What follows belongs to an exercise in optimizing a design on an open flow for small area, a short achievable clock period and few clock cycles; a production flow would make more cautious choices. In this exercise RTL edits were held to simulation tests only and were not proved equivalent to the original.

==> flow/design.v <==
module pjon_cipher (
    input  wire         clk,
    input  wire         rst,         
    input  wire [127:0] key,         
    input  wire         cmd_valid,
    input  wire         cmd_op,      
    input  wire         cmd_ivf,
    input  wire         cmd_side,    
    input  wire [7:0]   cmd_len,
    input  wire [31:0]  cmd_now,
    input  wire         buf_we,
    input  wire [6:0]   buf_addr,
    input  wire [7:0]   buf_wdata,
    output wire [7:0]   buf_rdata,
    output wire         busy,
    output reg          done,
    output reg          err,
    output reg  [7:0]   result
);
    localparam [1:0] S_IDLE  = 2'd0,
                     S_CRYPT = 2'd1,    
                     S_SRCH  = 2'd2,    
                     S_SCAN  = 2'd3;    
    reg [7:0]   mem [0:127];
    reg [383:0] sb;                     
    reg [95:0]  key_r;                  
    reg [1:0]   state;
    reg         op_r, ivf_r, side_r;
    reg [7:0]   n_r;
    reg [7:0]   x;                      
    reg         fetch;                  
    reg         pre_ph;                 
    reg [7:0]   cnt;                    
    reg         pv;                     
    reg [7:0]   c0, cand;               
    reg [7:0]   seen;
    reg [7:0]   plo, phi, pend_c;       
    reg [5:0]   ka, kj;                 
    reg         ks_run, ks_done;
    assign busy = (state != S_IDLE);
    wire [6:0] addr = busy ? cnt[6:0] : buf_addr;
    wire [7:0] pm   = (({1'b0, addr} >= plo) && ({1'b0, addr} < phi)) ? pend_c : 8'd0;
    wire       scrub = !busy && !buf_we && !cmd_valid && ({1'b0, buf_addr} == plo) && (plo < phi);
    wire [7:0] rdv  = mem[addr] ^ pm;
    assign buf_rdata = rdv;
    reg  [5:0] kb_r;                    
    reg  [5:0] t_q;                     
    wire [5:0] ka_nx = ka + 6'd1;
    reg  [5:0] s_b, s_t, kb;
    integer e;
    always @(*) begin
        s_t = 6'd0;
        kb  = 6'd0;
        for (e = 0; e < 64; e = e + 1)
            if (t_q == e) s_t = sb[6*e +: 6];
        for (e = 0; e < 16; e = e + 1)
            if (ka_nx[3:0] == e) kb = key_r[6*e +: 6];
    end
    wire [5:0] s_a = ks_run ? sb[5:0] : sb[11:6];
    wire [5:0] jb = kj + s_a + kb_r;    
    always @(*) begin
        s_b = 6'd0;
        for (e = 0; e < 64; e = e + 1)
            if (jb == e) s_b = sb[6*e +: 6];
    end
    wire [95:0] key6;
    genvar g;
    generate for (g = 0; g < 16; g = g + 1) begin : gk
        assign key6[6*g +: 6] = key[8*g +: 6];
    end endgenerate
    wire kdiff = (key6 != key_r);
    wire bad_len = cmd_op ? (cmd_len > 8'd128)
                 : (cmd_ivf & ~cmd_side) ? (cmd_len > 8'd127)
                 : (cmd_ivf &  cmd_side) ? (cmd_len == 8'd0 || cmd_len > 8'd128)
                 : (cmd_len > 8'd128);
    wire [7:0] len_m1 = cmd_len - 8'd1;
    wire [7:0] plen_in = (cmd_ivf && cmd_side) ? len_m1 : cmd_len;
    wire [7:0] tlo_in  = (plen_in > plo) ? plen_in : plo;
    wire [7:0] plen = n_r - {7'd0, ivf_r & side_r};
    wire [7:0] tlo  = (plen > plo) ? plen : plo;
    wire [11:0] m1 = {4'd0, cmd_now[7:0]} + {3'd0, cmd_now[15:8], 1'b0}
                   + {2'd0, cmd_now[23:16], 2'b0} + {1'd0, cmd_now[31:24], 3'b0};
    wire [8:0]  m2 = {1'b0, m1[7:0]} + {4'd0, m1[11:8], 1'b0};
    wire [7:0]  m3 = m2[7:0] + {6'd0, m2[8], 1'b0};
    wire [7:0]  iv_first = ((m3 >= 8'd254) ? m3 - 8'd254 : m3) + 8'd1;
    wire tail     = pre_ph && !fetch && (cnt < phi);
    wire pre_act  = pre_ph && (fetch || tail);
    wire pre_last = fetch ? !(tlo < phi) : (tail && (cnt + 8'd1 == phi));
    wire pre_free = !pre_act || pre_last;
    wire crypt    = (state == S_CRYPT);
    wire s1_go    = crypt && ks_done && pre_free && (pv ? (cnt + 8'd1 < plen) : (plen != 8'd0));
    wire p_last   = crypt && pv && (cnt + 8'd1 == plen);
    wire p_none   = crypt && (plen == 8'd0) && pre_free;
    wire [7:0] ks_out = rdv ^ ((ivf_r && (cnt + 8'd1 < n_r)) ? x : 8'd0) ^ {2'b00, s_t};
    wire [7:0] mv     = (state == S_SCAN) ? rdv : ks_out;
    wire       mv_en  = (state == S_SCAN) || (crypt && pv && ivf_r && !side_r);
    reg  [7:0] mv_r;
    reg        mv_v;
    wire [8:0] mdiff  = {1'b0, mv_r} - {1'b0, c0};
    wire [7:0] md     = mdiff[8] ? mdiff[7:0] - 8'd2 : mdiff[7:0];
    wire       mark   = mv_v && (mv_r != 8'd0) && (mv_r != 8'd255) && (md[7:3] == 5'd0);
    reg  [7:0] seen_s;
    always @(*) begin
        seen_s = seen;
        if (mark) seen_s[md[2:0]] = 1'b1;
    end
    wire       srch   = (state == S_SRCH);
    wire       found  = srch && !seen_s[0];
    wire       full   = &seen_s;
    wire [7:0] cand_nxt = (cand == 8'd254) ? 8'd1 : cand + 8'd1;
    wire [8:0] c0_p8  = {1'b0, c0} + 9'd8;
    wire [7:0] c0_nxt = (c0_p8 > 9'd254) ? c0_p8[7:0] - 8'd254 : c0_p8[7:0];
    wire restart = rst || (!busy && kdiff) || p_last;
    wire       mem_we = busy ? ((crypt && (tail || pv)) || (found && !op_r))
                             : (buf_we || scrub);
    wire [7:0] mem_wd = !busy ? (buf_we ? (buf_wdata ^ pm) : rdv)
                      : (state == S_SRCH) ? cand
                      : pv ? ks_out : rdv;
    always @(posedge clk)
        if (mem_we) mem[addr] <= mem_wd;
    wire step = ks_run || s1_go;
    always @(posedge clk) begin
        for (e = 0; e < 64; e = e + 1) begin
            if (restart)
                sb[6*e +: 6] <= e[5:0];
            else if (step) begin
                if ((e == 63 && ks_run) || (e == 0 && !ks_run))
                    sb[6*e +: 6] <= s_b;
                else if (jb == ((e + 1) % 64))
                    sb[6*e +: 6] <= s_a;
                else
                    sb[6*e +: 6] <= sb[6*((e + 1) % 64) +: 6];
            end
        end
    end
    always @(posedge clk) begin
        if (restart) begin
            key_r   <= key6;
            kb_r    <= key6[5:0];
            ka      <= 6'd0;
            kj      <= 6'd0;
            ks_run  <= 1'b1;
            ks_done <= 1'b0;
        end else if (step) begin
            ka   <= ka_nx;
            kj   <= jb - 6'd1;
            kb_r <= (ks_run && ka != 6'd63) ? kb : 6'd0;
            if (ks_run && ka == 6'd63) begin
                ks_run  <= 1'b0;
                ks_done <= 1'b1;
                kj      <= 6'd0;
            end
        end
    end
    always @(posedge clk) begin
        mv_r <= mv;
        mv_v <= busy && mv_en;
        if (!busy || (srch && full))
            seen <= 8'd0;
        else if (srch)
            seen <= {1'b0, seen_s[7:1]};
        else
            seen <= seen_s;
    end
    always @(posedge clk) begin
        done <= 1'b0;
        t_q  <= s_a + s_b - ka_nx;
        if (rst) begin
            state    <= S_IDLE;
            err      <= 1'b0;
            result   <= 8'd0;
            plo      <= 8'd0;
            phi      <= 8'd0;
        end else begin
            if (scrub) plo <= plo + 8'd1;
            case (state)
            S_IDLE: begin
                if (cmd_valid) begin
                    op_r   <= cmd_op;
                    ivf_r  <= cmd_ivf;
                    side_r <= cmd_side;
                    n_r    <= cmd_len;
                    c0     <= iv_first;
                    cand   <= iv_first;
                    pv     <= 1'b0;
                    if (bad_len) begin
                        err    <= 1'b1;
                        result <= 8'd0;
                        done   <= 1'b1;
                    end else begin
                        err <= 1'b0;
                        if (cmd_op) begin
                            cnt   <= 8'd0;
                            state <= (cmd_len == 8'd0) ? S_SRCH : S_SCAN;
                        end else begin
                            state <= S_CRYPT;
                            fetch <= cmd_ivf && cmd_len >= 8'd2;
                            pre_ph <= 1'b1;
                            cnt   <= (cmd_ivf && cmd_len >= 8'd2) ? len_m1 : tlo_in;
                        end
                    end
                end
            end
            S_CRYPT: begin
                if (fetch) begin
                    x     <= rdv;
                    fetch <= 1'b0;
                    cnt   <= tlo;
                end else if (tail) begin
                    cnt <= cnt + 8'd1;
                end
                if (s1_go) begin
                    pre_ph <= 1'b0;
                end
                pv <= s1_go;
                if (pv)
                    cnt <= cnt + 8'd1;
                else if (s1_go)
                    cnt <= 8'd0;
                if (p_last || p_none) begin
                    cnt <= n_r;
                    if (ivf_r && !side_r) begin
                        state    <= S_SRCH;
                        plo      <= 8'd0;    
                        phi      <= 8'd0;
                    end else begin
                        state  <= S_IDLE;
                        done   <= 1'b1;
                        result <= plen;
                        if (ivf_r && plen >= 8'd2) begin
                            plo      <= 8'd0;
                            phi      <= plen - 8'd1;
                            pend_c   <= ks_out;
                        end else begin
                            plo      <= 8'd0;
                            phi      <= 8'd0;
                        end
                    end
                end
            end
            S_SCAN: begin
                cnt <= cnt + 8'd1;
                if (cnt + 8'd1 == n_r) begin
                    cnt   <= n_r;
                    state <= S_SRCH;
                end
            end
            S_SRCH: begin
                if (full) begin
                    c0    <= c0_nxt;
                    cand  <= c0_nxt;
                    cnt   <= 8'd0;
                    state <= S_SCAN;
                end else if (!found) begin
                    cand <= cand_nxt;
                end else begin
                    state <= S_IDLE;
                    done  <= 1'b1;
                    if (op_r) begin
                        result <= cand;
                    end else begin
                        result   <= n_r + 8'd1;
                        plo      <= 8'd0;
                        phi      <= n_r;
                        pend_c   <= cand;
                    end
                end
            end
            endcase
        end
    end
endmodule
export LEC_CHECK = 0
export ABC_AREA = 1
export CAP_MARGIN = 30
export CORE_MARGIN = 2
export CORE_UTILIZATION = 50
export CTS_CLUSTER_DIAMETER = 80
export CTS_CLUSTER_SIZE = 20
export SLEW_MARGIN = 30
create_clock -name core_clock -period 17.0 [get_ports {clk}]
standard.sh (not shown) runs the stock make flow with config.mk's settings and CLKGATE_MAP_FILE= SYNTH_SCRIPT=/design/flow/synth_recipe.tcl, a recipe that flattens the netlist after the stock synthesis.
==> flow/flow/run.sh <==
#!/bin/bash
# Standard layout (the standard.sh: standard synthesis, floorplan, place,
# CTS, route, finish), with a larger setup margin (7 ns) for ORFS's timing repair so
# that the resizer keeps improving the critical paths below the clock period,
# and without gate cloning (its clones can overload a driver after routing).
set -euo pipefail
bash standard.sh SETUP_SLACK_MARGIN=7 SKIP_GATE_CLONING=1 finish > standard_flow.log 2>&1
The baseline finished with timing, DRC and antenna clean.
Testbench counts at the start, summed over its fixed seeds: cycles 57,669.
==> next run, changes <==
==> flow/flow/run.sh (replaced) <==
#!/bin/bash
# Standard layout (the standard.sh: standard synthesis, floorplan, place,
# CTS, route, finish) with these changes:
# - a larger setup margin (7 ns) for ORFS's timing repair, so that the resizer
#   keeps improving the critical paths below the clock period;
# - no gate cloning (its clones can overload a driver after routing);
# - every port still gets a buffer, but a small one (buf_1) to start from;
#   timing repair upsizes those on critical paths.
set -euo pipefail
bash standard.sh SETUP_SLACK_MARGIN=7 SKIP_GATE_CLONING=1 \
    'BUFFER_PORTS_ARGS=-buffer_cell sky130_fd_sc_hd__buf_1' finish > standard_flow.log 2>&1
- CORE_UTILIZATION: 50 -> 45
The changed run completed with no timing, DRC or antenna violations; routed wire length stays flat; worst setup slack gets worse by 0.0055 ns; non-clock buffer count is lower by 3; design area is lower slightly; synthesized area does not change; clock-buffer cell count is higher by 6; hold slack gets worse by 0.022 ns.
==> next run, changes <==
- CORE_UTILIZATION: 45 -> 50
- GPL_ROUTABILITY_DRIVEN: unset -> 0
What happened:
- The new run finished clean
- count of clock-buffer cells in the layout decreases by 4
- non-clock buffer count is lower by 24
- die area falls by roughly a tenth
- setup slack got worse by 0.015 ns
- cell count fell by a few percent
- worst hold slack is better by 0.021 ns
==> next run, changes <==
==> flow/run.sh (new file) <==
#!/bin/bash
# synth_recipe.tcl (not shown) runs the flow's synth.tcl, then flattens the netlist and writes it again
# the make line also repeats each setting of config.mk as NAME=value (left out here)
make -C /OpenROAD-flow-scripts/flow DESIGN_CONFIG=/design/flow/config.mk WORK_HOME=/design/flow/orfs CLKGATE_MAP_FILE= SYNTH_SCRIPT=/design/flow/synth_recipe.tcl finish
- GPL_ROUTABILITY_DRIVEN: 0 -> unset
- SETUP_SLACK_MARGIN: unset -> 5
removed: flow/flow/run.sh
removed: flow/standard.sh
What happened: Design area falls by 2.5%. Count of clock-buffer cells in the layout falls by 3. Worst setup slack got worse by 1.6 ns. First-iteration DRC count falls by 13%. Global-route usage falls by 2.3 points. Hold slack got worse by 0.016 ns.

==> re-timing with driven ports <==
The flow's constraints put no driver on any port. The routed layouts listed below were extracted and timed again, unchanged, in two steps.
Step 1, drivers: a clkbuf_16 drives clk and a buf_2 each remaining input, both assumed.
Step 2 adds t to the input delays and takes it off the output delays; t is the mean of the earliest and latest rising clock arrival at the registers after step 1. Input paths then give back, and output paths get back, about the clock's delay inside the block.
Slacks: no drivers / after step 1 / after step 2; pairs: no drivers / after step 1.
run | t (ns) | setup slack, ns | worst register clock-pin slew, ns
the first run | 0.841 | 6.846 / 6.804 / 6.804 | 0.09 / 0.09
the second run | 0.843 | 6.840 / 6.705 / 6.705 | 0.09 / 0.09
the third run | 0.840 | 6.826 / 6.795 / 6.795 | 0.09 / 0.09
the fourth run | 0.851 | 5.268 / 5.245 / 5.245 | 0.09 / 0.09
After both steps every run listed still meets setup and hold. The setup slack of the second run, which loses most, moves by -0.135 ns with the drivers and by -0.135 ns with both steps.
